Context: an optimization exercise on an open-source flow, tuned for small area, a short achievable clock period and few clock cycles. The choices shown serve that exercise and are no tape-out recipe.
No activity file was given, so power comes from the tool's default toggle rates.

==> trial 56 <==
==> flow/design.v <==
module dem_decoder (
    input  wire        clk,
    input  wire        rst,         
    input  wire        start,
    input  wire [15:0] in_len,      
    input  wire [15:0] out_cap,     
    output wire        busy,
    output reg         done,
    output wire        fail,
    output wire [15:0] out_len,     
    input  wire        in_valid,
    input  wire [31:0] in_data,
    output wire        in_ready,
    output wire        out_valid,
    output wire [31:0] out_data,
    input  wire        out_ready
);
    localparam [2:0] T_OUT  = 3'd0, T_ZERO = 3'd1, T_D4  = 3'd2, T_D8  = 3'd3,
                     T_D12  = 3'd4, T_D16  = 3'd5, T_D24 = 3'd6, T_D32 = 3'd7;
    localparam [1:0] S_IDLE = 2'd0, S_RUN = 2'd1, S_FIN = 2'd2;
    reg  [1:0]  state;
    reg  [15:0] rem;         
    reg  [2:0]  c_r;         
    reg  [13:0] capw;        
    reg  [13:0] outw;        
    reg         bad;         
    reg  [2:0]  rtype;       
    reg  [8:0]  rcnt;        
    reg         last;        
    reg         lenp;        
    reg         ph;          
    reg         ov;          
    reg         oflag;       
    reg  [31:0] prev;        
    reg  [31:0] A, B;
    reg         Av, Bv;
    reg  [1:0]  p;
    reg  [31:0] W;           
    always @(*) begin
        case (p)
            2'd0:    W = A;
            2'd1:    W = {B[7:0],  A[31:8]};
            2'd2:    W = {B[15:0], A[31:16]};
            default: W = {B[23:0], A[31:24]};
        endcase
    end
    wire ge2 = Av & (Bv | (p != 2'd3));
    wire ge3 = Av & (Bv | ~p[1]);
    wire ge4 = Av & (Bv | (p == 2'd0));
    wire run      = (state == S_RUN);
    wire is_delta = rtype[2] | rtype[1];
    wire in_rec   = (rcnt != 9'd0);
    wire       rhz = (rem[15:3] == 13'd0);
    wire [7:0] req = {8{rhz}} & (8'd1 << rem[2:0]);
    wire [7:0] rsh = req >> c_r;
    wire z0 = rsh[0];
    wire z1 = rsh[1];
    wire z2 = rsh[2];
    wire z3 = rsh[3];
    reg [31:0] delta;
    reg        sentinel;
    reg        fneed;        
    reg        fpast;        
    reg [2:0]  fc;           
    reg        mrg;          
    always @(*) begin
        delta    = 32'd0;
        sentinel = 1'b0;
        fneed    = 1'b1;
        fpast    = 1'b0;
        fc       = 3'd0;
        mrg      = 1'b1;
        case (rtype)
            T_D4: begin
                if (ph) begin
                    delta    = {{28{W[7]}}, W[7:4]};
                    sentinel = (W[7:4] == 4'h8);
                end else begin
                    delta    = {{28{W[3]}}, W[3:0]};
                    sentinel = (W[3:0] == 4'h8);
                end
                fneed = Av;
                fpast = z0;
                fc    = {2'b00, ph | last};
            end
            T_D8: begin
                delta    = {{24{W[7]}}, W[7:0]};
                sentinel = (W[7:0] == 8'h80);
                fneed    = Av;
                fpast    = z0;
                fc       = 3'd1;
            end
            T_D12: begin
                if (ph) begin
                    delta    = {{20{W[15]}}, W[15:4]};
                    sentinel = (W[15:4] == 12'h800);
                end else begin
                    delta    = {{20{W[11]}}, W[11:0]};
                    sentinel = (W[11:0] == 12'h800);
                end
                fneed = ge2;
                fpast = z0 | z1;
                fc    = (ph | last) ? 3'd2 : 3'd1;
            end
            T_D16: begin
                delta    = {{16{W[15]}}, W[15:0]};
                sentinel = (W[15:0] == 16'h8000);
                fneed    = ge2;
                fpast    = z0 | z1;
                fc       = 3'd2;
            end
            T_D24: begin
                delta    = {{8{W[23]}}, W[23:0]};
                sentinel = (W[23:0] == 24'h80_0000);
                fneed    = ge3;
                fpast    = z0 | z1 | z2;
                fc       = 3'd3;
                mrg      = 1'b0;
            end
            T_D32: begin
                delta    = W;
                sentinel = (W == 32'h8000_0000);
                fneed    = ge4;
                fpast    = z0 | z1 | z2 | z3;
                fc       = 3'd4;
                mrg      = 1'b0;
            end
            default: ;
        endcase
    end
    wire [31:0] sum  = prev + delta;
    wire        oget = ~ov | out_ready;                  
    wire        w_bad = run & in_rec & (fpast | (outw == capw));
    wire        emit  = run & in_rec & ~w_bad & fneed & oget;
    wire        hmode   = run & ~in_rec;
    wire        hdr_try = (hmode & ~lenp) | (emit & last & mrg);
    wire [1:0]  k       = in_rec ? fc[1:0] : 2'd0;
    reg  [7:0]  H;
    reg         hav, rend;                               
    always @(*) begin
        case (k)
            2'd0:    begin H = W[7:0];   hav = Av;  rend = z0; end
            2'd1:    begin H = W[15:8];  hav = ge2; rend = z1; end
            default: begin H = W[23:16]; hav = ge3; rend = z2; end
        endcase
    end
    wire        hext   = (H[4:0] == 5'd0);
    wire        s_end  = hdr_try & rend;                 
    wire        h_ok   = hdr_try & ~rend & hav;
    wire        l_miss = hmode & lenp & z0;              
    wire        l_ok   = hmode & lenp & ~z0 & Av;
    wire [2:0]  c = (emit ? fc : 3'd0) + {2'd0, h_ok | l_ok};
    assign busy      = (state != S_IDLE);
    assign in_ready  = run & ~Bv;
    assign out_valid = ov;
    assign out_data  = oflag ? 32'h8000_0000 : prev;
    assign fail      = bad;
    assign out_len   = bad ? 16'd0 : {outw, 2'b00};
    wire [2:0] pc = {1'b0, p} + c;
    always @(posedge clk) begin
        if (in_ready && in_valid) begin
            B  <= in_data;
            Bv <= 1'b1;
        end
        if (!Av || pc[2]) begin
            if (Bv) begin
                A  <= B;
                Av <= 1'b1;
                Bv <= 1'b0;
                p  <= Av ? pc[1:0] : 2'd0;
            end else begin
                Av <= 1'b0;
                p  <= 2'd0;
            end
        end else begin
            p <= pc[1:0];
        end
        rem <= rem - {13'd0, c_r};
        c_r <= c;
        if (emit) begin
            ov    <= 1'b1;
            oflag <= (rtype == T_OUT) | (is_delta & sentinel);
            if (is_delta && !sentinel)
                prev <= sum;
            rcnt  <= rcnt - 9'd1;
            last  <= (rcnt == 9'd2);
            ph    <= ~ph;
            outw  <= outw + 14'd1;
        end else if (oget) begin
            ov <= 1'b0;
        end
        if (h_ok) begin
            rtype <= H[7:5];
            lenp  <= hext;
            ph    <= 1'b0;
            if (!hext) begin
                rcnt <= {4'd0, H[4:0]};
                last <= (H[4:0] == 5'd1);
            end
        end
        if (l_ok) begin
            rcnt <= {1'b0, W[7:0]} + 9'd32;
            last <= 1'b0;
            lenp <= 1'b0;
        end
        done <= 1'b0;
        case (state)
            S_IDLE: begin
                if (start) begin
                    rem   <= in_len;
                    c_r   <= 3'd0;
                    lenp  <= 1'b0;
                    capw  <= out_cap[15:2];
                    outw  <= 14'd0;
                    prev  <= 32'd0;
                    bad   <= 1'b0;
                    rcnt  <= 9'd0;
                    Av    <= 1'b0;
                    Bv    <= 1'b0;
                    p     <= 2'd0;
                    state <= S_RUN;
                end
            end
            S_RUN: begin
                if (w_bad || l_miss) begin
                    bad   <= 1'b1;
                    state <= S_FIN;
                end else if (s_end) begin
                    state <= S_FIN;
                end
            end
            default: begin
                if (oget) begin
                    ov    <= 1'b0;
                    done  <= 1'b1;
                    state <= S_IDLE;
                end
            end
        endcase
        if (rst) begin
            state <= S_IDLE;
            done  <= 1'b0;
            ov    <= 1'b0;
            Bv    <= 1'b0;
        end
    end
endmodule
==> flow/run.sh <==
#!/bin/bash
# synth_recipe.tcl (not shown) runs the flow's synth.tcl, then flattens the netlist and writes it again
# the make line also repeats each setting of config.mk as NAME=value (left out here)
make -C /OpenROAD-flow-scripts/flow DESIGN_CONFIG=/design/flow/config.mk WORK_HOME=/design/flow/orfs CLKGATE_MAP_FILE= SYNTH_SCRIPT=/design/flow/synth_recipe.tcl finish
==> flow/config.mk <==
export PLATFORM = sky130hd
export DESIGN_NAME = dem_decoder
export DESIGN_NICKNAME = dem_decoder
export VERILOG_FILES = /design/flow/design.v
export SDC_FILE = /design/flow/constraint.sdc
export NUM_CORES = 4
export LEC_CHECK = 0
export CAP_MARGIN = 20
export CORE_MARGIN = 2
export CORE_UTILIZATION = 40
export SLEW_MARGIN = 20
==> flow/constraint.sdc <==
create_clock -name core_clock -period 8.0 [get_ports {clk}]
set_input_delay 1.6000 -clock core_clock [delete_from_list [all_inputs] [get_ports {clk}]]
set_output_delay 1.6000 -clock core_clock [all_outputs]
set_load 0.01 [all_outputs]
==> trial 21 (differences from trial 56) <==
--- a/flow/design.v
+++ b/flow/design.v
@@ -22,6 +22,8 @@
     reg  [15:0] rem;         
     reg  [2:0]  c_r;         
-    reg  [13:0] capw;        
+    reg  [13:0] capr;        
+    reg         capz;        
     reg  [13:0] outw;        
+    reg         rhz;         
     reg         bad;         
     reg  [2:0]  rtype;       
@@ -51,5 +53,4 @@
     wire is_delta = rtype[2] | rtype[1];
     wire in_rec   = (rcnt != 9'd0);
-    wire       rhz = (rem[15:3] == 13'd0);
     wire [7:0] req = {8{rhz}} & (8'd1 << rem[2:0]);
     wire [7:0] rsh = req >> c_r;
@@ -131,5 +132,5 @@
     wire [31:0] sum  = prev + delta;
     wire        oget = ~ov | out_ready;                  
-    wire        w_bad = run & in_rec & (fpast | (outw == capw));
+    wire        w_bad = run & in_rec & (fpast | capz);
     wire        emit  = run & in_rec & ~w_bad & fneed & oget;
     wire        hmode   = run & ~in_rec;
@@ -157,5 +158,6 @@
     assign fail      = bad;
     assign out_len   = bad ? 16'd0 : {outw, 2'b00};
-    wire [2:0] pc = {1'b0, p} + c;
+    wire [2:0]  pc    = {1'b0, p} + c;
+    wire [15:0] rem_n = rem - {13'd0, c_r};
     always @(posedge clk) begin
         if (in_ready && in_valid) begin
@@ -176,5 +178,7 @@
             p <= pc[1:0];
         end
-        rem <= rem - {13'd0, c_r};
+        rem <= rem_n;
+        rhz <= (rem_n[15:3] == 13'd0);
+        capz <= emit ? (capr == 14'd1) : (capr == 14'd0);
         c_r <= c;
         if (emit) begin
@@ -187,4 +191,5 @@
             ph    <= ~ph;
             outw  <= outw + 14'd1;
+            capr  <= capr - 14'd1;
         end else if (oget) begin
             ov <= 1'b0;
@@ -211,5 +216,7 @@
                     c_r   <= 3'd0;
                     lenp  <= 1'b0;
-                    capw  <= out_cap[15:2];
+                    capr  <= out_cap[15:2];
+                    capz  <= (out_cap[15:2] == 14'd0);
+                    rhz   <= (in_len[15:3] == 13'd0);
                     outw  <= 14'd0;
                     prev  <= 32'd0;
==> comparison table <==
| metric | trial 56 | trial 21 |
|---|---|---|
| Total design power | 2.70 mW | 3.51 mW |
| Fraction of power spent switching nets | 35.3% | 39.9% |
| Fill cell count | 2,458 | 2,532 |
| Starting density of the core | 40.9% | 40.4% |
| Start point of the critical path | rem[5] | out_ready |
| Final critical path time including I/O delays and setup | 5.48 ns | 5.55 ns |
| Proportion of synthesized area in mux cells | 10.2% | 9.64% |
| Post-layout worst setup margin | 2.52 ns | 2.45 ns |
| Result of the run | complete, no violations | complete, no violations |
| Die H | 168 microns | 168 microns |
| Fraction of area in registers | 33.2% | 32.0% |
| Clk_buf instances | 17 | 18 |
| End of the critical path | A[27] | A[24] |
| Dpl hpwl | 19.9 mm | 19.6 mm |
| Final design area excluding fillers | 12,700 sq um | 12,800 sq um |
| Pre-CTS setup slack | 2.15 ns | 1.95 ns |
| Reg-to-reg endpoint | A[27] | prev[31] |
| Critical path's largest stage delay | 0.83 ns | 0.74 ns |
| Met3 routing resource usage after global routing | 3.59% | 4.96% |
| Number of multi-input combinational cells | 848 | 905 |
| Simple-gate share of the synthesized area | 20.2% | 22.2% |
| Fraction of standard cell area in multi-input logic | 48.1% | 49.2% |
| Synthesized flop and latch total | 168 | 170 |
| Xor and xnor fraction of the mapped netlist area | 6.27% | 6.31% |
| Fraction of final layout cells with drive strength greater than 1 | 8.50% | 7.47% |
Function was not checked in any run of this note: the RTL went through the layout flow alone.

## what the ideal ports hide
The flow's constraints put no driver on any port. The routed layouts listed below were extracted and timed again, unchanged, in two steps.
Step 1: set_driving_cell puts a clkbuf_16 on clk and a buf_2 on each other input, an assumption about the parent block.
Step 2, shift: input delay + t, output delay - t, t = (earliest + latest rising clock arrival at the registers) / 2. This alone moves slack from input paths to output paths.
a / b / c = no drivers / after step 1 / after step 2; a / b = the first two.
| run | shift t [ns] | slack for setup (ns) | worst setup path after step 2 | latest minus earliest clock arrival (ns) |
|---|---|---|---|---|
| trial 56 | 0.480 | 2.523 / 2.523 / 2.176 | input to register | 0.010 / 0.009 |
| trial 21 | 0.484 | 2.451 / 2.476 / 1.991 | input to register | 0.013 / 0.013 |
After both steps every run listed still meets setup and hold. The setup slack of trial 21, which loses most, moves by +0.025 ns with the drivers and by -0.460 ns with both steps.
